From an optimization exercise on the open Yosys and OpenROAD flow, aimed at small area, a short achievable clock period and few clock cycles per item; shortcuts taken in it are not production practice.
In this exercise RTL edits were held to simulation tests only and were not proved equivalent to the original.

`design/flow/design.v`:
```
module fckr_div (
    input  wire        isq,      
    input  wire [32:0] rem,
    input  wire [1:0]  nxt,      
    input  wire [31:0] dv,       
    output wire        ge,
    output wire [34:0] sh,       
    output wire [34:0] diff      
);
    assign sh = isq ? {rem[32:0], nxt} : {2'b00, rem[31:0], nxt[1]};
    wire [34:0] trial = isq ? {1'b0, dv, 2'b01} : {3'b000, dv};
    wire [35:0] d36   = {1'b0, sh} - {1'b0, trial};
    assign ge   = ~d36[35];
    assign diff = d36[34:0];
endmodule
module fckr_chooser (
    input  wire        clk,
    input  wire        rst,
    input  wire        start,
    input  wire [1:0]  op,
    input  wire [63:0] n,
    output wire        ready,
    output reg         done,
    output wire [63:0] a,
    output wire [63:0] b,
    output reg  [6:0]  fcnt,
    output reg         fq_valid,
    output wire [63:0] fq_data
);
    localparam integer W = 22;           
    localparam [3:0] S_IDLE  = 4'd0;
    localparam [3:0] S_DISP  = 4'd1;
    localparam [3:0] S_ISQ   = 4'd2;
    localparam [3:0] S_INIT1 = 4'd3;
    localparam [3:0] S_INIT2 = 4'd4;
    localparam [3:0] S_LANE  = 4'd5;
    localparam [3:0] S_DIVST = 4'd6;
    localparam [3:0] S_DIV   = 4'd7;
    localparam [3:0] S_DCHK  = 4'd8;
    localparam [3:0] S_F2    = 4'd9;
    localparam [3:0] S_F2B   = 4'd10;
    localparam [3:0] S_FCHK  = 4'd11;
    reg [3:0]  st;
    reg        idle;
    reg [1:0]  opr;
    reg        neg;
    reg        skip;
    reg        lfirst;
    reg [6:0]  cnt;
    reg [63:0] N;
    reg [63:0] Q;
    reg [32:0] R;
    reg [31:0] D;
    reg [W-1:0] E;
    reg [W-1:0] G;
    reg [31:0] best_d;
    reg [36:0] best_b;
    reg [31:0] best_g;
    assign ready   = idle;
    assign a       = {32'd0, D};
    assign b       = Q;
    assign fq_data = Q;
    wire is_fac  = (opr == 2'd1);
    wire is_nice = (opr == 2'd3);
    wire        st_ge;
    wire [34:0] st_sh;
    wire [34:0] st_diff;
    fckr_div u_step (
        .isq (st == S_ISQ),
        .rem (R),
        .nxt (Q[63:62]),
        .dv  (D),
        .ge  (st_ge),
        .sh  (st_sh),
        .diff(st_diff)
    );
    wire top0 = (Q[63:56] == 8'd0);
    reg  [31:0] dk;
    always @(*) begin
        case (st)
            S_INIT2: dk = 32'd1;
            S_FCHK:  dk = 32'd2;
            default: dk = 32'hFFFF_FFFF;
        endcase
    end
    wire [31:0] Dadd = D + dk;
    wire [W-1:0] Rw = R[W-1:0];
    wire [W-1:0] Dw = D[W-1:0];
    wire [W-1:0] t    = Rw + E;
    wire [W-1:0] t_m  = Rw + E + ~Dw + 2;                      
    wire [W-1:0] t_p  = Rw + E + Dw - 1;                       
    wire [W-1:0] t_m2 = Rw + E + ~{Dw[W-2:0], 1'b0} + 3;       
    wire lo   = t[W-1];
    wire hi   = ~t_m[W-1];
    wire r_up = hi & ~t_m2[W-1];
    wire r_dn = lo & t_p[W-1];
    wire [W-1:0] X     = E + {G[W-2:0], 1'b0};
    wire [W-1:0] E_lo  = X + Dw - 3;
    wire [W-1:0] E_hi  = X + ~Dw + 4;
    wire [W-1:0] E_rup = E + ~Dw + 2;
    wire [W-1:0] E_rdn = E + Dw - 1;
    wire [W-1:0] Y     = Q[W-1:0] + G;
    wire [W-1:0] Q_lo  = Y - 1;
    wire [W-1:0] Q_hi  = Y + 1;
    wire [W-1:0] G_lo  = G - 1;
    wire [W-1:0] G_hi  = G + 1;
    wire [W-1:0] Qn    = lo ? Q_lo : (hi ? Q_hi : Y);
    wire [W-1:0] Rn    = lo ? t_p  : (hi ? t_m  : t);
    wire [W-1:0] En    = lo ? E_lo : (hi ? E_hi : X);
    wire [W-1:0] Gn    = lo ? G_lo : (hi ? G_hi : G);
    wire q_ovf = (Qn[W-1:W-3] != 3'd0);
    wire        rz    = (R[31:0] == 32'd0);
    wire [37:0] lhs   = {1'b0, Q[36:0]} + {37'd0, ~rz};
    wire [37:0] rhs   = {3'b0, D, 3'b0} + {5'b0, D, 1'b0};
    wire        valid = (Q[63:37] == 27'd0) && (lhs <= rhs) && (D >= 32'd20);
    wire [31:0] gap   = rz ? 32'd0 : (D - R[31:0]);
    wire        better = (gap < best_g);
    wire        q_lt_d = (Q[63:32] == 32'd0) && (Q[31:0] < D);
    wire        q_one  = (Q == 64'd1);
    wire        n_one  = (N == 64'd1);
    wire        n_le0   = N[63] || (N == 64'd0);
    wire        n_le400 = N[63] || (N[63:9] == 55'd0 && N[8:0] <= 9'd400);
    wire        n_triv  = (N == 64'd0) || (N == 64'd1) || (N == {64{1'b1}});
    wire [31:0] root_n = {D[30:0], st_ge};
    wire        root_small = (root_n[31:W-4] == 0);
    always @(posedge clk) begin
        done     <= 1'b0;
        fq_valid <= 1'b0;
        if (rst) begin
            st   <= S_IDLE;
            idle <= 1'b1;
        end else begin
            case (st)
            S_IDLE: begin
                if (start) begin
                    N    <= n;
                    opr  <= op;
                    idle <= 1'b0;
                    st   <= S_DISP;
                end
            end
            S_DISP: begin
                Q      <= N;
                R      <= 33'd0;
                D      <= 32'd0;
                E      <= {{(W-1){1'b0}}, 1'b1};
                cnt    <= 7'd32;
                skip   <= 1'b1;
                best_g <= 32'hFFFF_FFFF;
                fcnt   <= 7'd0;
                neg    <= N[63];
                if (opr == 2'd1) begin
                    if (n_triv) begin
                        done <= 1'b1;
                        idle <= 1'b1;
                        st   <= S_IDLE;
                    end else begin
                        if (N[63]) begin
                            fq_valid <= 1'b1;
                            Q        <= {64{1'b1}};
                            fcnt     <= 7'd1;
                        end
                        st <= S_F2;
                    end
                end else if (opr == 2'd2 && n_le0) begin
                    Q    <= 64'd0;
                    D    <= 32'd0;
                    done <= 1'b1;
                    idle <= 1'b1;
                    st   <= S_IDLE;
                end else if (opr == 2'd3 && n_le400) begin
                    Q    <= 64'd20;
                    D    <= 32'd20;
                    done <= 1'b1;
                    idle <= 1'b1;
                    st   <= S_IDLE;
                end else if (opr == 2'd0) begin
                    done <= 1'b1;
                    idle <= 1'b1;
                    st   <= S_IDLE;
                end else begin
                    st <= S_ISQ;
                end
            end
            S_ISQ: begin
                if (skip && top0) begin
                    Q   <= {Q[55:0], 8'd0};
                    cnt <= cnt - 7'd4;
                end else begin
                    skip <= 1'b0;
                    R    <= st_ge ? st_diff[32:0] : st_sh[32:0];
                    D    <= root_n;
                    Q    <= {Q[61:0], 2'b00};
                    cnt  <= cnt - 7'd1;
                    if (cnt == 7'd1)
                        st <= root_small ? S_INIT1 : S_DIVST;
                end
            end
            S_INIT1: begin
                Q  <= {32'd0, Dadd};
                R  <= {{(33-W){1'b0}}, t};
                st <= S_INIT2;
            end
            S_INIT2: begin
                D      <= Dadd;
                G      <= {{(W-1){1'b0}}, 1'b1};
                E      <= {W{1'b1}};
                lfirst <= 1'b1;
                cnt    <= 7'd0;
                st     <= S_LANE;
            end
            S_LANE: begin
                if (!lfirst && !is_nice && rz) begin
                    done <= 1'b1;
                    idle <= 1'b1;
                    st   <= S_IDLE;
                end else if (!lfirst && is_nice && !valid) begin
                    D    <= best_d;
                    Q    <= {27'd0, best_b};
                    done <= 1'b1;
                    idle <= 1'b1;
                    st   <= S_IDLE;
                end else if (!lfirst && is_nice && rz) begin
                    done <= 1'b1;
                    idle <= 1'b1;
                    st   <= S_IDLE;
                end else begin
                    if (!lfirst && is_nice && better) begin
                        best_d <= D;
                        best_b <= lhs[36:0];
                        best_g <= gap;
                    end
                    if (r_up || r_dn) begin
                        G   <= r_up ? G_hi : G_lo;
                        E   <= r_up ? E_rup : E_rdn;
                        cnt <= cnt + 7'd1;
                        if (cnt == 7'd15) begin
                            D  <= Dadd;
                            st <= S_DIVST;
                        end
                    end else if (q_ovf) begin
                        D  <= Dadd;
                        st <= S_DIVST;
                    end else begin
                        lfirst <= 1'b0;
                        cnt    <= 7'd0;
                        Q      <= {{(64-W){1'b0}}, Qn};
                        R      <= {{(33-W){1'b0}}, Rn};
                        E      <= En;
                        G      <= Gn;
                        D      <= Dadd;
                    end
                end
            end
            S_DIVST: begin
                Q    <= N;
                R    <= 33'd0;
                cnt  <= 7'd64;
                skip <= 1'b1;
                st   <= S_DIV;
            end
            S_DIV: begin
                if (skip && top0) begin
                    Q   <= {Q[55:0], 8'd0};
                    cnt <= cnt - 7'd8;
                end else begin
                    skip <= 1'b0;
                    R    <= st_ge ? {1'b0, st_diff[31:0]} : {1'b0, st_sh[31:0]};
                    Q    <= {Q[62:0], st_ge};
                    cnt  <= cnt - 7'd1;
                    if (cnt == 7'd1)
                        st <= is_fac ? S_FCHK : S_DCHK;
                end
            end
            S_DCHK: begin
                if (!is_nice && rz) begin
                    done <= 1'b1;
                    idle <= 1'b1;
                    st   <= S_IDLE;
                end else if (is_nice && !valid) begin
                    D    <= best_d;
                    Q    <= {27'd0, best_b};
                    done <= 1'b1;
                    idle <= 1'b1;
                    st   <= S_IDLE;
                end else if (is_nice && rz) begin
                    done <= 1'b1;
                    idle <= 1'b1;
                    st   <= S_IDLE;
                end else begin
                    if (is_nice && better) begin
                        best_d <= D;
                        best_b <= lhs[36:0];
                        best_g <= gap;
                    end
                    D  <= Dadd;
                    st <= S_DIVST;
                end
            end
            S_F2: begin
                if (!N[0]) begin
                    fq_valid <= 1'b1;
                    Q        <= 64'd2;
                    fcnt     <= fcnt + 7'd1;
                    N        <= {N[63], N[63:1]};
                end else begin
                    if (neg)
                        N <= {~N[63:1], 1'b1};
                    D  <= 32'd3;
                    st <= S_F2B;
                end
            end
            S_F2B: begin
                if (n_one) begin
                    done <= 1'b1;
                    idle <= 1'b1;
                    st   <= S_IDLE;
                end else begin
                    st <= S_DIVST;
                end
            end
            S_FCHK: begin
                if (rz) begin
                    fq_valid <= 1'b1;
                    Q        <= {32'd0, D};
                    N        <= Q;
                    fcnt     <= fcnt + 7'd1;
                    if (q_one) begin
                        done <= 1'b1;
                        idle <= 1'b1;
                        st   <= S_IDLE;
                    end else begin
                        st <= S_DIVST;
                    end
                end else if (q_lt_d) begin
                    fq_valid <= 1'b1;
                    Q        <= N;
                    fcnt     <= fcnt + 7'd1;
                    done     <= 1'b1;
                    idle     <= 1'b1;
                    st       <= S_IDLE;
                end else begin
                    D  <= Dadd;
                    st <= S_DIVST;
                end
            end
            default: begin
                st   <= S_IDLE;
                idle <= 1'b1;
            end
            endcase
        end
    end
endmodule
```
`design/flow/run.sh`:
```
#!/bin/bash
# synth_recipe.tcl (not shown) runs the flow's synth.tcl, then flattens the netlist and writes it again
# the make line also repeats each setting of config.mk as NAME=value (left out here)
make -C /OpenROAD-flow-scripts/flow DESIGN_CONFIG=/design/flow/config.mk WORK_HOME=/design/flow/orfs CLKGATE_MAP_FILE= SYNTH_SCRIPT=/design/flow/synth_recipe.tcl finish
```
`design/flow/config.mk`:
```
export PLATFORM = sky130hd
export DESIGN_NAME = fckr_chooser
export DESIGN_NICKNAME = fckr_chooser
export VERILOG_FILES = /design/flow/design.v
export SDC_FILE = /design/flow/constraint.sdc
export NUM_CORES = 4
export LEC_CHECK = 0
export ABC_CLOCK_PERIOD_IN_PS = 4000
export CAP_MARGIN = 20
export CORE_MARGIN = 2
export CORE_UTILIZATION = 40
export PLACE_DENSITY = 0.6
export SETUP_SLACK_MARGIN = 5
export SLEW_MARGIN = 20
```
`design/flow/constraint.sdc`:
```
create_clock -name core_clock -period 10.0 [get_ports {clk}]
set_input_delay 2.0000 -clock core_clock [delete_from_list [all_inputs] [get_ports {clk}]]
set_output_delay 2.0000 -clock core_clock [all_outputs]
set_load 0.01 [all_outputs]
```
==> results of run 1 <==
-- how the worst max path moves through the flow --
stage	start	endpoint	slack, ns
after floorplan	R[0]$_DFFE_PP_	Q[0]$_DFFE_PP_	2.91
after global placement	R[0]$_DFFE_PP_	best_b[30]$_DFFE_PP_	1.87
after detailed placement	R[0]$_DFFE_PP_	best_b[31]$_DFFE_PP_	1.82
after CTS	E[0]$_DFFE_PP_	Q[14]$_DFFE_PP_	3.45
after global routing	R[2]$_DFFE_PP_	R[22]$_DFFE_PP_	3.05
final	E[0]$_DFFE_PP_	R[22]$_DFFE_PP_	3.27
-- cells by family (layout without fill, tap and decap cells) --
logic type	count (synthesis)	after routing	synth area share, %
mux	60	60	1.44
simple gates	1476	1481	16.4
other cells	1	32	0.00877
xor+xnor	362	362	7.59
fa+ha+maj	595	595	17.6
buf+inv	683	1076	6.88
compound gates	1638	1640	24.7
flops	364	364	25.4
-- repair_timing --
action | CTS | global route
setup buffers | 173 | 102
setup endpoints to repair | 440 | 439
hold buffers | 0 | 0
cloned | 28 | 16
pin swaps | 114 | 127
resized for setup | 383 | 260
-- flip-flops by register name (all words and copies together), names as in the netlist, 22 cells and up --
name,flops
best_d,32
G,22
R,33
best_g,32
best_b,37
N,64
D,32
Q,64
E,22
-- area by class of cell --
cell class	count	area, sq um
timing repair buffer	635	6920
inverter	349	1330
clock inverter	31	388
sequential	364	10900
multi-input combinational	4170	31900
fill	9838	51300
tap	1391	1740
clock buffer	61	1280
-- placed cells by master, fill, tap and decap left out, drive strengths merged, types with 221 or more instances in the layout --
cell	n
buf	378
ha	582
clkdlybuf4s50	238
nand2	424
a21oi	424
xnor2	221
edfxtp	357
o21ai	434
inv	349
nor2	413
-- routing by layer --
metal	share of wire, %	vias to the layer above
met1	41	20800
li1	-	19800
met4	5.0	6
met3	11	432
met5	0.019	-
met2	43	2562
-- per-stage QoR --
| step | instance area [sq um] | setup slack (ns) | hold WS, ns | instances |
|---|---|---|---|---|
| 2_1_floorplan | 43200 | 2.91 | 0.494 | 5210 |
| 3_3_place_gp | 46400 | 1.87 | 0.504 | 6588 |
| 3_5_place_dp | 46400 | 1.82 | 0.510 | 6590 |
| 4_1_cts | 51900 | 3.45 | 0.539 | 6883 |
| 5_1_grt | 54400 | 3.05 | 0.556 | 7001 |
| 6_report | 54400 | 3.27 | 0.543 | 7001 |
==> run summary, run 1 <==
- The flow ran to the end and the layout has no timing, DRC or antenna violations.
- The critical path required time is between 10 and 15 ns.
- The area enclosed by the die boundary is 110000 sq um.
- The total length of routed wires is 183000 um.
- The global-route congestion overflow total is 0.
- The placeable core region is 106000 sq um.
- The worst flop-to-flop path startpoint is E[0]$_DFFE_PP_.
- Of all flip-flops after synthesis, the portion carrying an async set or reset was 0%.
- After synthesis the netlist holds a flip-flop and latch count of 364.
- The number of slew-limit violations in the final report came to 0.
- The number of rows created at floorplan is 119.
- The clock tree from TritonCTS is done.
- Along the worst hold path, the cell count comes to 1.
- Each instance of the synthesized netlist takes up on average 8.26 sq um.
- The number of failing hold endpoints at the final stage is 0.
- The setup total negative slack is 0 ns.
- The clock root buffer master is clkbuf_16.
- In the routed design, unresolved DRC markers number 0.
- The vertical die dimension is 331 um.
- The max-cap check violation count is 0.
- The first global-routing pass estimated about 260000 um of wire.
- For this run, the top clock speed supported by timing is 0.148 GHz.
- The final critical path time including I/O delays and setup is ~6.7 ns.
- Setup violations remaining at the end of the flow were counted as 0.
- The antenna diode count is 0.
- The worst-case reg-to-reg path depth is 31.
- The sort of element at the start of the critical path is a register.
- The transition time at the pin with the least slew margin is 1.14 ns.
- The Yosys warning count is 1.
- The endpoint type of the worst setup path is a register.
- The largest fanout of any net on the critical path is 8.
- The per-cell routed wire length is 26.1 um.
- The most common flop cell mapped by yosys is edfxtp_1.
- The die is 331 um wide.
- The post-synthesis instance area is 42800 sq um.
- The share of the yosys chip area belonging to registers is between 20% and 30%.
- The initial antenna violation count came to 3.
- The clock net in this run drives a total of around 360 sinks.
- The setup check on the worst reg-to-reg path leaves a slack of 3.27 ns.
- 271 I/O pins were placed.
- The largest delay contributor family on the critical path is compound AO/OA/AOI/OAI gates.
- In the routed layout, each cell is associated on average with a via count of 6.24.
- The path type of the worst min-delay path is register to register.
- The clock-pin slew of the registers on the worst-case setup and hold paths is 0.06 ns.
- Counting the buffers created by CTS gives 49.
- The fraction of the core area covered by cells at the end of the flow is roughly 50%.
- The cell with the most instances after synthesis is ha_1.
- The worst hold endpoint is Q[5]$_DFFE_PP_.
- The effective utilization at floorplan is 40.5%.
- Entering global routing, the biggest net connects 84 pins.
- The commonest cells after synthesis are ha_1 (582), o21ai_0 (426), nand2_1 (424).
- Setup repair after global routing could not meet its margin everywhere.
- The part of the cycle the worst path needs is 67.3%.
- The maximum buffer depth of the clock tree is 3.
- The fraction of met2 tracks used by global routing is 47.6%.
- In this run the number of cells on the critical path is 31.
- The worst hold path begins at best_b[5]$_DFFE_PP_.
- The detailed placement HPWL is about 130000 um.
- The master of the slowest instance on the critical path is a2111oi_4.
- The final weighted congestion in routability-driven placement is approximately 1.
- The clock tree synthesis step divided the H-tree into 2 levels.
- Clock latency on the worst-skew pair, taken at its later pin, is 0.68 ns.
- The final layout net count is 6233.
- Global routing consumed, over all layers together, roughly a third of the routing resources.
- The worst setup path category is register to register.
- The global routing met1 resource utilization is 43.5%.
- Global routing used roughly 6.5% of the available met3 tracks.
- After synthesis, the cell types taking the most area are edfxtp_1 (25%), ha_1 (17%), o21ai_0 (5.0%).
- The largest single stage delay on the critical path is approximately 0.55 ns.
- Before antenna repair, the detailed router went through 10 iterations.
- Counting flops with a built-in enable in the synthesized netlist gives 357.
- The share of synthesized area in the top cell type comes to 25.1%.
- The cell occurring most often along the worst timing path is buf_12.
- The cell type with the largest total area after synthesis is edfxtp_1.
- In this run the remaining antenna-violating nets after routing total 0.
- The post-synthesis cell count is 5179.
- Between clock sinks in the finished design, the worst skew comes to 0.0774 ns.
- The terminus of the critical flop-to-flop path is R[22]$_DFFE_PP_.
- The area growth from synthesis to layout is 27.2%.
- The worst slew margin relative to its limit is 23.0%.
- In this run the most used layer during global routing was met2.
- The number of buffers inserted by port buffering is approximately 240.
- The number of vias in the routed layout is 43.7k.
- The proportion of layout cells with a drive suffix above 1 is 15.9%.
- At the worst endpoint, the arrival time is 7.06 ns.
- In this run, the number of DRC markers left after iteration 0 of detailed routing was 5297.
- The number of unique standard cell types used by synthesis is 104.
- The via count of the first global-routing pass came to 40.3k.
- The critical path contains buffers and inverters numbering 7 combined.
Testbench counts, summed over its fixed seeds: cycles 73,056, items 240.
==> run 2, diff against run 1 <==
--- a/design/flow/config.mk
+++ b/design/flow/config.mk
@@ -7,3 +7,2 @@
 export LEC_CHECK = 0
-export ABC_CLOCK_PERIOD_IN_PS = 4000
 export CAP_MARGIN = 20
@@ -12,3 +11,2 @@
 export PLACE_DENSITY = 0.6
-export SETUP_SLACK_MARGIN = 5
 export SLEW_MARGIN = 20
==> run 2 against run 1 <==
- still clean on timing, DRC and antenna
- synthesized cell count stayed put
- sequential share of layout area grew 2.7 points
- critical endpoint is now Q[22]$_DFFE_PP_
- area after synthesis unchanged
- non-clock buffer count down 299
- routed wire length is 9.0% lower
- flip-flop and latch count unchanged
- clock skew decreased by 0.021 ns
- clock-buffer cell count fell by 4
==> run summary, run 2 <==
- The clock-pin slew of the registers on the worst-case setup and hold paths is 0.07 ns (was 0.06 ns).
- The mean instance size in the synthesized netlist is 8.26 sq um (unchanged).
- The share of the synthesized area in the top cell type is 25.1% (unchanged).
- The post-synthesis async set-or-reset flop share is 0% (unchanged).
- The largest fanout of any net on the critical path was 64 (was 8).
- The worst setup path category is register to register (unchanged).
- The final critical path time including I/O delays and setup is 8.17 ns (was 6.73 ns).
- The most common flop cell mapped by yosys is edfxtp_1 (unchanged).
- The number of slew-limit violations in the final report is 0 (unchanged).
- The global-route congestion overflow total is 0 (unchanged).
- Dominant cells by area after synthesis: edfxtp_1 (25%), ha_1 (17%), o21ai_0 (5.0%) (unchanged).
- The setup total negative slack is 0 ns (unchanged).
- The initial antenna violation count is 7 (was 3).
- The detailed placement HPWL is 126000 um (was 127000 um).
- The global-route wire length before repair was 245000 um (was 261000 um).
- The number of hold buffers added after CTS is 0 (unchanged).
- The commonest non-fill, non-tap cell in the layout was ha_1 (unchanged).
- The worst slew margin relative to its limit is 25.9% (was 23.0%).
- The worst flop-to-flop path startpoint is R[0]$_DFFE_PP_ (was E[0]$_DFFE_PP_).
- The number of unique standard cell types used by synthesis was 104 (unchanged).
- The area added between synthesis and finish is 11.9% (was 27.2%).
- The part of the cycle the worst path needs was 81.7% (was 67.3%).
- Commonest cells in the synthesized netlist: ha_1 (582), o21ai_0 (426), nand2_1 (424) (unchanged).
- The pre-CTS setup slack is 1.81 ns (was 1.82 ns).
- The critical path required time is 10.31 ns (was 10.33 ns).
- The number of failing hold endpoints at the final stage is 0 (unchanged).
- The path type of the worst min-delay path is register to register (unchanged).
- The global router's overall resource usage came to 29.5% (was 31.5%).
- The final layout net count is 5925 (was 6233).
- The effective utilization at floorplan is 40.5% (unchanged).
- The post-synthesis cell count is 5179 (unchanged).
- The number of nets with antenna violations after routing is 0 (unchanged).
- The number of vias in the routed layout is 41.1k (was 43.7k).
- The sort of element at the start of the critical path is a register (unchanged).
- The master of the slowest instance on the critical path is a2111oi_0 (was a2111oi_4).
- The highest clock rate was 0.122 GHz (was 0.148 GHz).
- The proportion of layout cells with a drive suffix above 1 is 5.02% (was 15.9%).
- The per-cell routed wire length was 24.9 um (was 26.1 um).
- The Yosys warning count is 1 (unchanged).
- The terminus of the critical flop-to-flop path was Q[22]$_DFFE_PP_ (was R[22]$_DFFE_PP_).
- The share of the yosys chip area belonging to registers is 25.4% (unchanged).
- The signal arrival time at the worst endpoint is 8.48 ns (was 7.06 ns).
- The worst clock skew is 0.0568 ns (was 0.0774 ns).
- The final routed DRC violation total is 0 (unchanged).
- The die extent in x is 331 um (unchanged).
- The vertical die dimension was 331 um (unchanged).
- The number of rows created at floorplan came to 119 (unchanged).
- The total clock buffers created by CTS is 47 (was 49).
- The largest net degree at the start of global routing is 95 (was 84).
- The max-cap check violation count came to 0 (unchanged).
- The endpoint type of the worst setup path is a register (unchanged).
- The register bit count reported by yosys is 364 (unchanged).
- The post-synthesis instance area came to 42800 sq um (unchanged).
- The cell with the most instances after synthesis is ha_1 (unchanged).
- Unrepaired setup endpoints after global routing: no (was yes).
- The worst-case reg-to-reg path depth is 28 (was 31).
- Run status: timing/DRC/antenna clean (unchanged).
- Biggest registers after layout: N (64), Q (64), best_b (37) (unchanged).
- The total I/O pin count is 271 (unchanged).
- The final weighted congestion in routability-driven placement is 0.981 (was 0.991).
- The delay of the slowest cell on the worst path is 0.70 ns (was 0.55 ns).
- The number of buffers inserted by port buffering is 238 (unchanged).
- The post-CTS setup-driven buffer insertion count was 0 (was 173).
- The insertion delay of the later-clocked pin in the worst-skew pair is 0.67 ns (was 0.68 ns).
- The clock root buffer master was clkbuf_16 (unchanged).
- The cell type with the largest total area after synthesis was edfxtp_1 (unchanged).
- The maximum buffer depth of the clock tree came to 3 (unchanged).
- The via count of the first global-routing pass is 38.1k (was 40.3k).
- The critical path startpoint is R[0]$_DFFE_PP_ (was E[0]$_DFFE_PP_).
- The area enclosed by the die boundary is 110000 sq um (unchanged).
- The placeable core region is 106000 sq um (unchanged).
- The final setup violation count is 0 (unchanged).
- Leading cell types in the layout, fill and taps excluded: ha_1 (582), o21ai_0 (426), nand2_1 (423) (was ha_1 (560), nand2_1 (395), nor2_1 (385)).
- The via-per-instance ratio is 6.14 (was 6.24).
- The count of H-tree levels built during CTS was 2 (unchanged).
- The count of flip-flops with a built-in enable after synthesis is 357 (unchanged).
- The register-to-register setup slack was 1.83 ns (was 3.27 ns).
- The clock sink count is 364 (unchanged).
- The timing endpoint of the critical path is Q[22]$_DFFE_PP_ (was R[22]$_DFFE_PP_).
- The clock tree from TritonCTS was done (unchanged).
- The number of DRC violations after detailed-routing iteration 0 is 4622 (was 5297).
- The worst hold margin came to 0.518 ns (was 0.543 ns).
- The number of gates given a new drive strength after cts was 0 (was 383).
- The total length of routed wires was 167000 um (was 183000 um).
- The length of the first detailed-routing pass in iterations is 7 (was 10).
- The final worst-path setup slack is 1.83 ns (was 3.27 ns).
- The transition time at the pin with the least slew margin came to 1.11 ns (was 1.14 ns).
[run 2: worst min-delay path by stage]
stage,start,to,slack [ns],cells after the start
global placement,best_b[5]$_DFFE_PP_,Q[5]$_DFFE_PP_,0.51,1
finish,best_b[5]$_DFFE_PP_,Q[5]$_DFFE_PP_,0.52,1
CTS,best_b[5]$_DFFE_PP_,Q[5]$_DFFE_PP_,0.50,1
detailed placement,best_b[5]$_DFFE_PP_,Q[5]$_DFFE_PP_,0.51,1
global route,best_b[5]$_DFFE_PP_,Q[5]$_DFFE_PP_,0.54,1
floorplan,best_b[5]$_DFFE_PP_,Q[5]$_DFFE_PP_,0.49,1
[run 2: metrics by stage]
stage          area (sq um)  utilization [%]  std cells
5_1_grt               47900             45.3       6689
3_3_place_gp          46300             43.8       6601
2_1_floorplan         42900                -       5210
6_report              47900             45.3       6690
4_1_cts               47800             45.3       6688
3_5_place_dp          46300             43.8       6602
[run 2: cell families after synthesis]
family	share of synthesized area, %
adder cells (fa/ha/maj)	17.6
AND/OR/NAND/NOR	16.4
multiplexers	1.44
other	0.00877
AO/OA/AOI/OAI	24.7
flip-flops	25.4
buffers and inverters	6.88
XOR/XNOR	7.59
[run 2: final cells by class]
type                    instances  area (sq um)
clock inverters                29           328
flip-flops and latches        364         10900
clock buffers                  57          1210
fillers                     10400         57900
multi-input cells            4163         29200
well taps                    1391          1740
repair buffers                336          3160
inverters                     349          1310
diodes                          1          2.50
[run 2: metal layers]
layer | global-route usage (%) | share of wire, %
met3 | 4.57 | 8.8
met4 | 12.8 | 4.8
met2 | 45.0 | 43
met1 | 41.2 | 43
met5 | 0 | 0.031
[run 2: critical path, delay by kind of cell (launching register included)]
family	cells	cell delay, ns
AOI/OAI and AO/OA	13	3.41
adders and majority gates	4	1.17
xor gates and xnor gates	3	1.13
and+or+nand+nor	5	1.05
buffers and inverters	3	0.55
DFF	1	0.46
==> run 3, diff against run 2 <==
--- a/design/flow/config.mk
+++ b/design/flow/config.mk
@@ -7,2 +7,3 @@
 export LEC_CHECK = 0
+export ABC_CLOCK_PERIOD_IN_PS = 6000
 export CAP_MARGIN = 20
@@ -11,2 +12,3 @@
 export PLACE_DENSITY = 0.6
+export SETUP_SLACK_MARGIN = 3.5
 export SLEW_MARGIN = 20
==> run 3 against run 2 <==
- still clean on timing, DRC and antenna
- via count grew 2.8%
- first-iteration DRC count increased by 2.4%
- maximum frequency up 24%
- global-route usage increased by 0.97 points
- die area is the same
- hold slack better by 0.011 ns
- clock skew decreased by 0.00052 ns
- highest routed layer unchanged
==> run summary, run 3 <==
- Run status: timing/DRC/antenna clean (unchanged).
- The insertion delay of the later-clocked pin in the worst-skew pair is 0.68 ns (was 0.67 ns).
- The register bit count reported by yosys is 364 (unchanged).
- The final critical path time including I/O delays and setup came to 6.61 ns (was 8.17 ns).
- The number of rows created at floorplan is 119 (unchanged).
- Biggest registers after layout: N (64), Q (64), best_b (37) (unchanged).
- The register-to-register setup slack was 3.39 ns (was 1.83 ns).
- The largest net degree at the start of global routing is 143 (was 95).
- The total clock buffers created by CTS is 48 (was 47).
- The maximum buffer depth of the clock tree was 3 (unchanged).
- The initial antenna violation count is 5 (was 7).
- The sum of met3 wire segment lengths after detailed routing is 17300 um (was 14700 um).
- The number of vias in the routed layout is 42.2k (was 41.1k).
- The fraction of the core area covered by cells at the end of the flow is 47.8% (was 45.3%).
- Dominant cells by area after synthesis: edfxtp_1 (25%), ha_1 (17%), o21ai_0 (5.0%) (unchanged).
- The path type of the worst min-delay path is register to register (unchanged).
- The count of flip-flops with a built-in enable after synthesis was 357 (unchanged).
- The critical path required time was 10.35 ns (was 10.31 ns).
- The final weighted congestion in routability-driven placement came to 0.983 (was 0.981).
- The met1 routed wirelength after detailed routing came to 74500 um (was 72000 um).
- The post-synthesis async set-or-reset flop share is 0% (unchanged).
- The clock sink count is 364 (unchanged).
- The pre-CTS setup slack is 1.83 ns (was 1.81 ns).
- The master of the slowest instance on the critical path is edfxtp_1 (was a2111oi_0).
- The cell type with the largest total area after synthesis is edfxtp_1 (unchanged).
- The detailed placement HPWL is 127000 um (was 126000 um).
- Unrepaired setup endpoints after global routing: yes (was no).
- The total I/O pin count is 271 (unchanged).
- The post-route cell area is 50600 sq um (was 47900 sq um).
- The clock-pin slew of the registers on the worst-case setup and hold paths is 0.07 ns (about the same).
- The number of placed cells counting well taps is 6600 (was 6602).
- The number of buffers inserted by port buffering is 238 (unchanged).
- The delay of the slowest cell on the worst path is 0.44 ns (was 0.70 ns).
- The largest delay contributor family on the critical path is compound AO/OA/AOI/OAI gates (unchanged).
- The mean instance size in the synthesized netlist is 8.26 sq um (unchanged).
- The post-synthesis instance area was 42800 sq um (unchanged).
- The setup total negative slack is 0 ns (unchanged).
- The count of placed standard cells in the final layout, fillers left out is 6835 (was 6690).
- The number of failing hold endpoints at the final stage is 0 (unchanged).
- The clock tree from TritonCTS is done (unchanged).
- The part of the cycle the worst path needs is 66.1% (was 81.7%).
- The worst hold endpoint was D[10]$_DFFE_PP_ (was Q[5]$_DFFE_PP_).
- The Yosys warning count is 1 (unchanged).
- Commonest cells in the synthesized netlist: ha_1 (582), o21ai_0 (426), nand2_1 (424) (unchanged).
- The largest fanout of any net on the critical path is 8 (was 64).
- The number of hold buffers added after CTS is 0 (unchanged).
- The total length of routed wires is 174000 um (was 167000 um).
- The worst setup path category is register to register (unchanged).
- The effective utilization at floorplan came to 40.5% (unchanged).
- The final layout net count is 6065 (was 5925).
- The worst-case reg-to-reg path depth came to 30 (was 28).
- The terminus of the critical flop-to-flop path is Q[4]$_DFFE_PP_ (was Q[22]$_DFFE_PP_).
- The final routed DRC violation total is 0 (unchanged).
- The vertical die dimension is 331 um (unchanged).
- The clock root buffer master is clkbuf_16 (unchanged).
- The highest clock rate came to 0.151 GHz (was 0.122 GHz).
- The sort of element at the start of the critical path is a register (unchanged).
- The global-route wire length before repair came to 252000 um (was 245000 um).
- Leading cell types in the layout, fill and taps excluded: ha_1 (565), nand2_1 (419), o21ai_0 (409) (was ha_1 (582), o21ai_0 (426), nand2_1 (423)).
- The instance area after placement is 46500 sq um (was 46300 sq um).
- The final worst-path setup slack is 3.39 ns (was 1.83 ns).
- The most common flop cell mapped by yosys is edfxtp_1 (unchanged).
- The share of the synthesized area in the top cell type is 25.1% (unchanged).
- The via count of the first global-routing pass was 39.0k (was 38.1k).
- The via-per-instance ratio was 6.18 (was 6.14).
- The met2 wire length is 74300 um (was 71700 um).
- The endpoint type of the worst setup path was a register (unchanged).
- The number of nets with antenna violations after routing was 0 (unchanged).
- The hold path startpoint is best_d[10]$_DFFE_PP_ (was best_b[5]$_DFFE_PP_).
- The number of DRC violations after detailed-routing iteration 0 is 4733 (was 4622).
- The number of slew-limit violations in the final report came to 0 (unchanged).
- The number of cells on the worst hold path is 1 (unchanged).
- The final setup violation count is 0 (unchanged).
- The post-synthesis cell count is 5179 (unchanged).
- The count of H-tree levels built during CTS came to 2 (unchanged).
- The per-cell routed wire length is 25.5 um (was 24.9 um).
- The highest metal layer used by the detailed router was met5 (unchanged).
- The worst slew margin relative to its limit is 26.6% (was 25.9%).
- The placeable core region was 106000 sq um (unchanged).
- The buffers plus inverters on the worst setup path is 5 (was 3).
- The global-route congestion overflow total is 0 (unchanged).
- The length of the first detailed-routing pass in iterations is 7 (unchanged).
- The worst flop-to-flop path startpoint is E[0]$_DFFE_PP_ (was R[0]$_DFFE_PP_).
- The area added between synthesis and finish is 18.3% (was 11.9%).
- The die extent in x is 331 um (unchanged).
- The signal arrival time at the worst endpoint is 6.95 ns (was 8.48 ns).
- The commonest non-fill, non-tap cell in the layout is ha_1 (unchanged).
- The max-cap check violation count is 0 (unchanged).
- The proportion of layout cells with a drive suffix above 1 is 9.87% (was 5.02%).
- The transition time at the pin with the least slew margin is 1.10 ns (was 1.11 ns).
- The area enclosed by the die boundary came to 110000 sq um (unchanged).
- The number of unique standard cell types used by synthesis is 104 (unchanged).
- The worst hold margin came to 0.529 ns (was 0.518 ns).
- The worst clock skew is 0.0562 ns (was 0.0568 ns).
- The global router's overall resource usage was 30.4% (was 29.5%).
- The share of the yosys chip area belonging to registers was 25.4% (unchanged).
- The cell with the most instances after synthesis is ha_1 (unchanged).
- The cell occurring most often along the worst timing path is ha_4.
## run 3: cell counts after synthesis
Identical to the previous run, type by type.
## run 3: cells by family after synthesis
family | after synthesis | synth area share, %
AND/OR/NAND/NOR | 1476 | 16.4
buffers and inverters | 683 | 6.88
adder cells (fa/ha/maj) | 595 | 17.6
AO/OA/AOI/OAI | 1638 | 24.7
flip-flops | 364 | 25.4
multiplexers | 60 | 1.44
other | 1 | 0.00877
XOR/XNOR | 362 | 7.59
## run 3: worst max-delay path by stage
stage	cells past startpoint	startpoint	to
6_report	30	E[0]$_DFFE_PP_	Q[4]$_DFFE_PP_
5_1_grt	32	E[0]$_DFFE_PP_	Q[4]$_DFFE_PP_
4_1_cts	29	E[1]$_DFFE_PP_	R[0]$_DFFE_PP_
3_5_place_dp	27	D[0]$_DFFE_PP_	best_b[33]$_DFFE_PP_
3_3_place_gp	27	D[0]$_DFFE_PP_	best_b[33]$_DFFE_PP_
2_1_floorplan	27	R[0]$_DFFE_PP_	Q[0]$_DFFE_PP_
## run 3: layout make-up
type | instances | area (sq um)
Fill cell | 10300 | 55100
Multi-Input combinational cell | 4167 | 30300
Sequential cell | 364 | 10900
Timing Repair Buffer | 471 | 4680
Tap cell | 1391 | 1740
Inverter | 349 | 1310
Clock buffer | 62 | 1270
Clock inverter | 26 | 345
Antenna cell | 5 | 12.5
## run 3: repair_timing
action	in CTS	in global routing
cloned	10	9
setup buffers	65	58
setup endpoints to repair	413	394
pin swaps	31	26
resized for setup	87	117
## run 3: metal layers
layer / GRT usage [%] / vias to the layer above
met4: 12.8 / 4
li1: - / 19500
met1: 42.5 / 20200
met5: 0.217 / -
met3: 5.89 / 370
met2: 45.8 / 2240
==> run 4, diff against run 3 <==
--- a/design/flow/design.v
+++ b/design/flow/design.v
@@ -15,2 +15,24 @@
 endmodule
+module fckr_div16 #(parameter integer K = 12) (
+    input  wire [K-1:0] rem,
+    input  wire [3:0]   nxt,
+    input  wire [K-1:0] dv,
+    output wire [3:0]   qb,
+    output wire [K-1:0] rout
+);
+    wire [K-1:0] r0 = rem;
+    wire [K:0]   s1 = {r0, nxt[3]};
+    wire [K+1:0] d1 = {1'b0, s1} - {2'b00, dv};
+    wire [K-1:0] r1 = d1[K+1] ? s1[K-1:0] : d1[K-1:0];
+    wire [K:0]   s2 = {r1, nxt[2]};
+    wire [K+1:0] d2 = {1'b0, s2} - {2'b00, dv};
+    wire [K-1:0] r2 = d2[K+1] ? s2[K-1:0] : d2[K-1:0];
+    wire [K:0]   s3 = {r2, nxt[1]};
+    wire [K+1:0] d3 = {1'b0, s3} - {2'b00, dv};
+    wire [K-1:0] r3 = d3[K+1] ? s3[K-1:0] : d3[K-1:0];
+    wire [K:0]   s4 = {r3, nxt[0]};
+    wire [K+1:0] d4 = {1'b0, s4} - {2'b00, dv};
+    assign rout = d4[K+1] ? s4[K-1:0] : d4[K-1:0];
+    assign qb   = {~d1[K+1], ~d2[K+1], ~d3[K+1], ~d4[K+1]};
+endmodule
 module fckr_chooser (
@@ -49,2 +71,6 @@
     reg [6:0]  cnt;
+    reg [6:0]  cnt0;      
+    reg        aligned;   
+    reg        fin;       
+    reg [1:0]  fph;       
     reg [63:0] N;
@@ -77,2 +103,13 @@
     wire top0 = (Q[63:56] == 8'd0);
+    localparam integer K = 12;           
+    wire       narrow = (D[31:K] == 0);
+    wire [3:0]   n16_q;
+    wire [K-1:0] n16_r;
+    fckr_div16 #(.K(K)) u_div16 (
+        .rem (R[K-1:0]),
+        .nxt (Q[63:60]),
+        .dv  (D[K-1:0]),
+        .qb  (n16_q),
+        .rout(n16_r)
+    );
     reg  [31:0] dk;
@@ -81,3 +118,3 @@
             S_INIT2: dk = 32'd1;
-            S_FCHK:  dk = 32'd2;
+            S_FCHK:  dk = (fph == 2'd2) ? 32'd4 : 32'd2;
             default: dk = 32'hFFFF_FFFF;
@@ -151,2 +188,5 @@
                 neg    <= N[63];
+                aligned <= 1'b0;
+                fin    <= 1'b0;
+                fph    <= 2'd0;
                 if (opr == 2'd1) begin
@@ -257,4 +297,4 @@
                 R    <= 33'd0;
-                cnt  <= 7'd64;
-                skip <= 1'b1;
+                cnt  <= aligned ? cnt0 : 7'd64;
+                skip <= ~aligned;
                 st   <= S_DIV;
@@ -264,10 +304,23 @@
                     Q   <= {Q[55:0], 8'd0};
+                    N   <= {N[55:0], 8'd0};
                     cnt <= cnt - 7'd8;
                 end else begin
+                    if (skip) begin
+                        aligned <= 1'b1;
+                        cnt0    <= cnt;
+                    end
                     skip <= 1'b0;
-                    R    <= st_ge ? {1'b0, st_diff[31:0]} : {1'b0, st_sh[31:0]};
-                    Q    <= {Q[62:0], st_ge};
-                    cnt  <= cnt - 7'd1;
-                    if (cnt == 7'd1)
-                        st <= is_fac ? S_FCHK : S_DCHK;
+                    if (narrow) begin
+                        R   <= {{(33-K){1'b0}}, n16_r};
+                        Q   <= {Q[59:0], n16_q};
+                        cnt <= cnt - 7'd4;
+                        if (cnt == 7'd4)
+                            st <= is_fac ? S_FCHK : S_DCHK;
+                    end else begin
+                        R   <= st_ge ? {1'b0, st_diff[31:0]} : {1'b0, st_sh[31:0]};
+                        Q   <= {Q[62:0], st_ge};
+                        cnt <= cnt - 7'd1;
+                        if (cnt == 7'd1)
+                            st <= is_fac ? S_FCHK : S_DCHK;
+                    end
                 end
@@ -322,3 +375,9 @@
             S_FCHK: begin
-                if (rz) begin
+                if (fin) begin
+                    fq_valid <= 1'b1;
+                    fcnt     <= fcnt + 7'd1;
+                    done     <= 1'b1;
+                    idle     <= 1'b1;
+                    st       <= S_IDLE;
+                end else if (rz) begin
                     fq_valid <= 1'b1;
@@ -326,2 +385,3 @@
                     N        <= Q;
+                    aligned  <= 1'b0;
                     fcnt     <= fcnt + 7'd1;
@@ -335,11 +395,9 @@
                 end else if (q_lt_d) begin
-                    fq_valid <= 1'b1;
-                    Q        <= N;
-                    fcnt     <= fcnt + 7'd1;
-                    done     <= 1'b1;
-                    idle     <= 1'b1;
-                    st       <= S_IDLE;
+                    D   <= 32'd1;
+                    fin <= 1'b1;
+                    st  <= S_DIVST;
                 end else begin
-                    D  <= Dadd;
-                    st <= S_DIVST;
+                    D   <= Dadd;
+                    fph <= (fph == 2'd3) ? 2'd2 : fph + 2'd1;
+                    st  <= S_DIVST;
                 end
==> run 4 against run 3 <==
- final cell count up 11%
- maximum frequency shrank 25%
- sequential share of layout area shrank 1.9 points
- critical path depth up 14
==> run summary, run 4 <==
- The worst-case reg-to-reg path depth is 44 (was 30).
- The number of nets with antenna violations after routing is 0 (unchanged).
- The largest fanout of any net on the critical path is 8 (unchanged).
- The highest clock rate was 0.113 GHz (was 0.151 GHz).
- The vertical die dimension was 348 um (was 331 um).
- The area enclosed by the die boundary came to 121000 sq um (was 110000 sq um).
- The post-synthesis cell count is 5741 (was 5179).
- The number of DRC violations after detailed-routing iteration 0 is 6032 (was 4733).
- The commonest non-fill, non-tap cell in the layout is ha_1 (unchanged).
- The detailed placement HPWL is 146000 um (was 127000 um).
- Unrepaired setup endpoints after global routing: yes (unchanged).
- The maximum buffer depth of the clock tree came to 3 (unchanged).
- The number of unique standard cell types used by synthesis is 122 (was 104).
- The area added between synthesis and finish was 20.7% (was 18.3%).
- The final setup violation count came to 0 (unchanged).
- The sum of met3 wire segment lengths after detailed routing is 21900 um (was 17300 um).
- The clock root buffer master is clkbuf_16 (unchanged).
- The post-synthesis async set-or-reset flop share is 0% (unchanged).
- The number of rows created at floorplan is 126 (was 119).
- The terminus of the critical flop-to-flop path is R[1]$_DFFE_PP_ (was Q[4]$_DFFE_PP_).
- The most common flop cell mapped by yosys is edfxtp_1 (unchanged).
- The insertion delay of the later-clocked pin in the worst-skew pair is 0.67 ns (was 0.68 ns).
- The final critical path time including I/O delays and setup came to 8.83 ns (was 6.61 ns).
- The number of fill cells in the layout came to 11.1k (was 10.3k).
- The worst flop-to-flop path startpoint was D[1]$_DFFE_PP_ (was E[0]$_DFFE_PP_).
- The mean instance size in the synthesized netlist was 8.26 sq um (about the same).
- The cell type with the largest total area after synthesis is edfxtp_1 (unchanged).
- The sort of element at the start of the critical path is a register (unchanged).
- The effective utilization at floorplan is 40.3% (was 40.5%).
- The met1 routed wirelength after detailed routing is 83200 um (was 74500 um).
- The met2 wire length was 86000 um (was 74300 um).
- The part of the cycle the worst path needs is 88.3% (was 66.1%).
- The worst slew margin relative to its limit is 16.1% (was 26.6%).
- The cell with the most instances after synthesis is ha_1 (unchanged).
- The total clock buffers created by CTS is 49 (was 48).
- Run status: timing/DRC/antenna clean (unchanged).
- The count of placed standard cells in the final layout, fillers left out is 7614 (was 6835).
- The number of hold buffers added after CTS is 0 (unchanged).
- The signal arrival time at the worst endpoint is 9.30 ns (was 6.95 ns).
- The total length of routed wires is 205000 um (was 174000 um).
- The global router's overall resource usage is 31.5% (was 30.4%).
- The global-route congestion overflow total is 0 (unchanged).
- The final routed DRC violation total was 0 (unchanged).
- The clock-pin slew of the registers on the worst-case setup and hold paths is 0.06 ns (was 0.07 ns).
- The number of vias in the routed layout is 48.1k (was 42.2k).
- The die extent in x is 348 um (was 331 um).
- The delay of the slowest cell on the worst path is 0.48 ns (was 0.44 ns).
- The fraction of the core area covered by cells at the end of the flow is 48.6% (was 47.8%).
- The register-to-register setup slack is 1.17 ns (was 3.39 ns).
- The register bit count reported by yosys is 375 (was 364).
- The final layout net count is 6759 (was 6065).
- The worst setup path category is register to register (unchanged).
- The pre-CTS setup slack came to 0.235 ns (was 1.83 ns).
- The setup total negative slack is 0 ns (unchanged).
- The Yosys warning count is 1 (unchanged).
- The final worst-path setup slack is 1.17 ns (was 3.39 ns).
- The total I/O pin count was 271 (unchanged).
- The critical path required time is 10.47 ns (was 10.35 ns).
- The number of placed cells counting well taps came to 7330 (was 6600).
- The path type of the worst min-delay path is register to register (unchanged).
- The highest metal layer used by the detailed router is met5 (unchanged).
- The cell occurring most often along the worst timing path is a21oi_2 (was ha_4).
- The worst hold endpoint is cnt[0]$_DFFE_PP_ (was D[10]$_DFFE_PP_).
- The count of flip-flops with a built-in enable after synthesis is 368 (was 357).
- The number of cells on the worst hold path is 1 (unchanged).
- The via-per-instance ratio is 6.31 (was 6.18).
- The worst clock skew is 0.0345 ns (was 0.0562 ns).
- Biggest registers after layout: N (64), Q (64), best_b (37) (unchanged).
- The endpoint type of the worst setup path is a register (unchanged).
- The largest net degree at the start of global routing was 105 (was 143).
- The share of the synthesized area in the top cell type is 23.3% (was 25.1%).
- The share of the yosys chip area belonging to registers is 23.6% (was 25.4%).
- The worst hold margin is 0.525 ns (was 0.529 ns).
- Leading cell types in the layout, fill and taps excluded: ha_1 (603), nand2_1 (524), nor2_1 (436) (was ha_1 (565), nand2_1 (419), o21ai_0 (409)).
- The placeable core region is 118000 sq um (was 106000 sq um).
- The via count of the first global-routing pass is 44.4k (was 39.0k).
- The master of the slowest instance on the critical path is a221o_2 (was edfxtp_1).
- The max-cap check violation count is 0 (unchanged).
- Commonest cells in the synthesized netlist: ha_1 (632), nand2_1 (533), nor2_1 (464) (was ha_1 (582), o21ai_0 (426), nand2_1 (424)).
- The initial antenna violation count is 2 (was 5).
- The global-route wire length before repair was 290000 um (was 252000 um).
- The hold path startpoint is cnt0[0]$_DFFE_PP_ (was best_d[10]$_DFFE_PP_).
- The final weighted congestion in routability-driven placement was 0.975 (was 0.983).
- The clock tree from TritonCTS is done (unchanged).
- The transition time at the pin with the least slew margin came to 1.25 ns (was 1.10 ns).
- The proportion of layout cells with a drive suffix above 1 is 13.3% (was 9.87%).
- The length of the first detailed-routing pass in iterations is 10 (was 7).
- The number of buffers inserted by port buffering was 238 (unchanged).
- The count of H-tree levels built during CTS is 2 (unchanged).
- The clock sink count is 375 (was 364).
- Dominant cells by area after synthesis: edfxtp_1 (23%), ha_1 (17%), xnor2_1 (4.6%) (was edfxtp_1 (25%), ha_1 (17%), o21ai_0 (5.0%)).
- The number of slew-limit violations in the final report was 0 (unchanged).
- The post-synthesis instance area is 47400 sq um (was 42800 sq um).
- The number of failing hold endpoints at the final stage came to 0 (unchanged).
- The per-cell routed wire length is 27.0 um (was 25.5 um).
-- run 4: worst max-delay path by stage --
| stage | start | to | slack (ns) | cells past startpoint |
|---|---|---|---|---|
| after floorplan | D[1]$_DFFE_PP_ | R[10]$_DFFE_PP_ | 0.71 | 49 |
| after global placement | D[1]$_DFFE_PP_ | R[10]$_DFFE_PP_ | 0.37 | 47 |
| after detailed placement | D[1]$_DFFE_PP_ | R[10]$_DFFE_PP_ | 0.24 | 47 |
| after CTS | D[1]$_DFFE_PP_ | R[10]$_DFFE_PP_ | 1.05 | 45 |
| after global routing | D[1]$_DFFE_PP_ | R[1]$_DFFE_PP_ | 0.79 | 46 |
| final | D[1]$_DFFE_PP_ | R[1]$_DFFE_PP_ | 1.17 | 44 |
-- run 4: timing repair --
action / 4_1_cts / 5_1_grt
buffers inserted: 66 / 97
endpoints found under the setup margin: 419 / 409
cloned: 8 / 25
resized for setup: 146 / 279
pin swaps: 47 / 105
-- run 4: cell families after synthesis --
| logic type | after synthesis | share of synthesized area, % |
|---|---|---|
| xor+xnor | 379 | 7.09 |
| compound gates | 1724 | 24.5 |
| fa+ha+maj | 649 | 17.4 |
| buf+inv | 763 | 6.94 |
| mux | 170 | 3.71 |
| other cells | 1 | 0.00791 |
| simple gates | 1680 | 16.7 |
| flops | 375 | 23.6 |
-- run 4: area by class of cell --
class                           count  area, sq um  area share [%]
Multi-Input combinational cell   4638        35200            61.4
Inverter                          403         1530            2.67
Clock inverter                     25          295           0.516
Clock buffer                       60         1270            2.21
Sequential cell                   375        11200            19.5
Antenna cell                        3         7.51          0.0131
Tap cell                         1536         1920            3.36
Timing Repair Buffer              574         5870            10.2
-- run 4: per-layer routing --
layer  vias up  GRT usage (%)
met1     22900           42.1
met2      2767           47.6
met5         -              0
met3       610           6.28
li1      21800              -
met4         2           17.1
-- run 4: metrics by stage --
| step | instance area (sq um) |
|---|---|
| 2_1_floorplan | 48000 |
| 3_3_place_gp | 51800 |
| 3_5_place_dp | 51800 |
| 4_1_cts | 54800 |
| 5_1_grt | 57300 |
| 6_report | 57300 |
-- run 4: critical path, delay by kind of cell (launching register included) --
| kind | cells | cell delay, ns |
|---|---|---|
| AOI/OAI and AO/OA | 24 | 4.91 |
| and+or+nand+nor | 7 | 0.95 |
| adders and majority gates | 4 | 0.94 |
| buffers and inverters | 6 | 0.69 |
| muxes | 2 | 0.62 |
| DFF | 1 | 0.43 |
| xor gates and xnor gates | 1 | 0.09 |
Testbench counts of run 4, summed over its fixed seeds: cycles 42,708, items 240.

## what the ideal ports hide
The results above use ideal ports. As a check the final layouts listed here were re-extracted and re-timed, cells and wires unchanged.
Step 1 assumes that a clkbuf_16 drives the clock port and a buf_2 every other input.
Step 2 adds t to the input delays and takes it off the output delays; t is the mean of the earliest and latest rising clock arrival at the registers after step 1. Input paths then give back, and output paths get back, about the clock's delay inside the block.
Slacks: ideal ports / drivers / drivers and shift; pairs: ideal ports / drivers.
run	t (ns)	slack for setup (ns)	worst setup path at the end
run 1	0.721	3.266 / 3.266 / 3.266	register to register
run 2	0.716	1.831 / 1.831 / 1.831	register to register
run 3	0.730	3.392 / 3.392 / 3.392	register to register
run 4	0.733	1.168 / 1.168 / 1.168	register to register
After both steps every run listed still meets setup and hold.
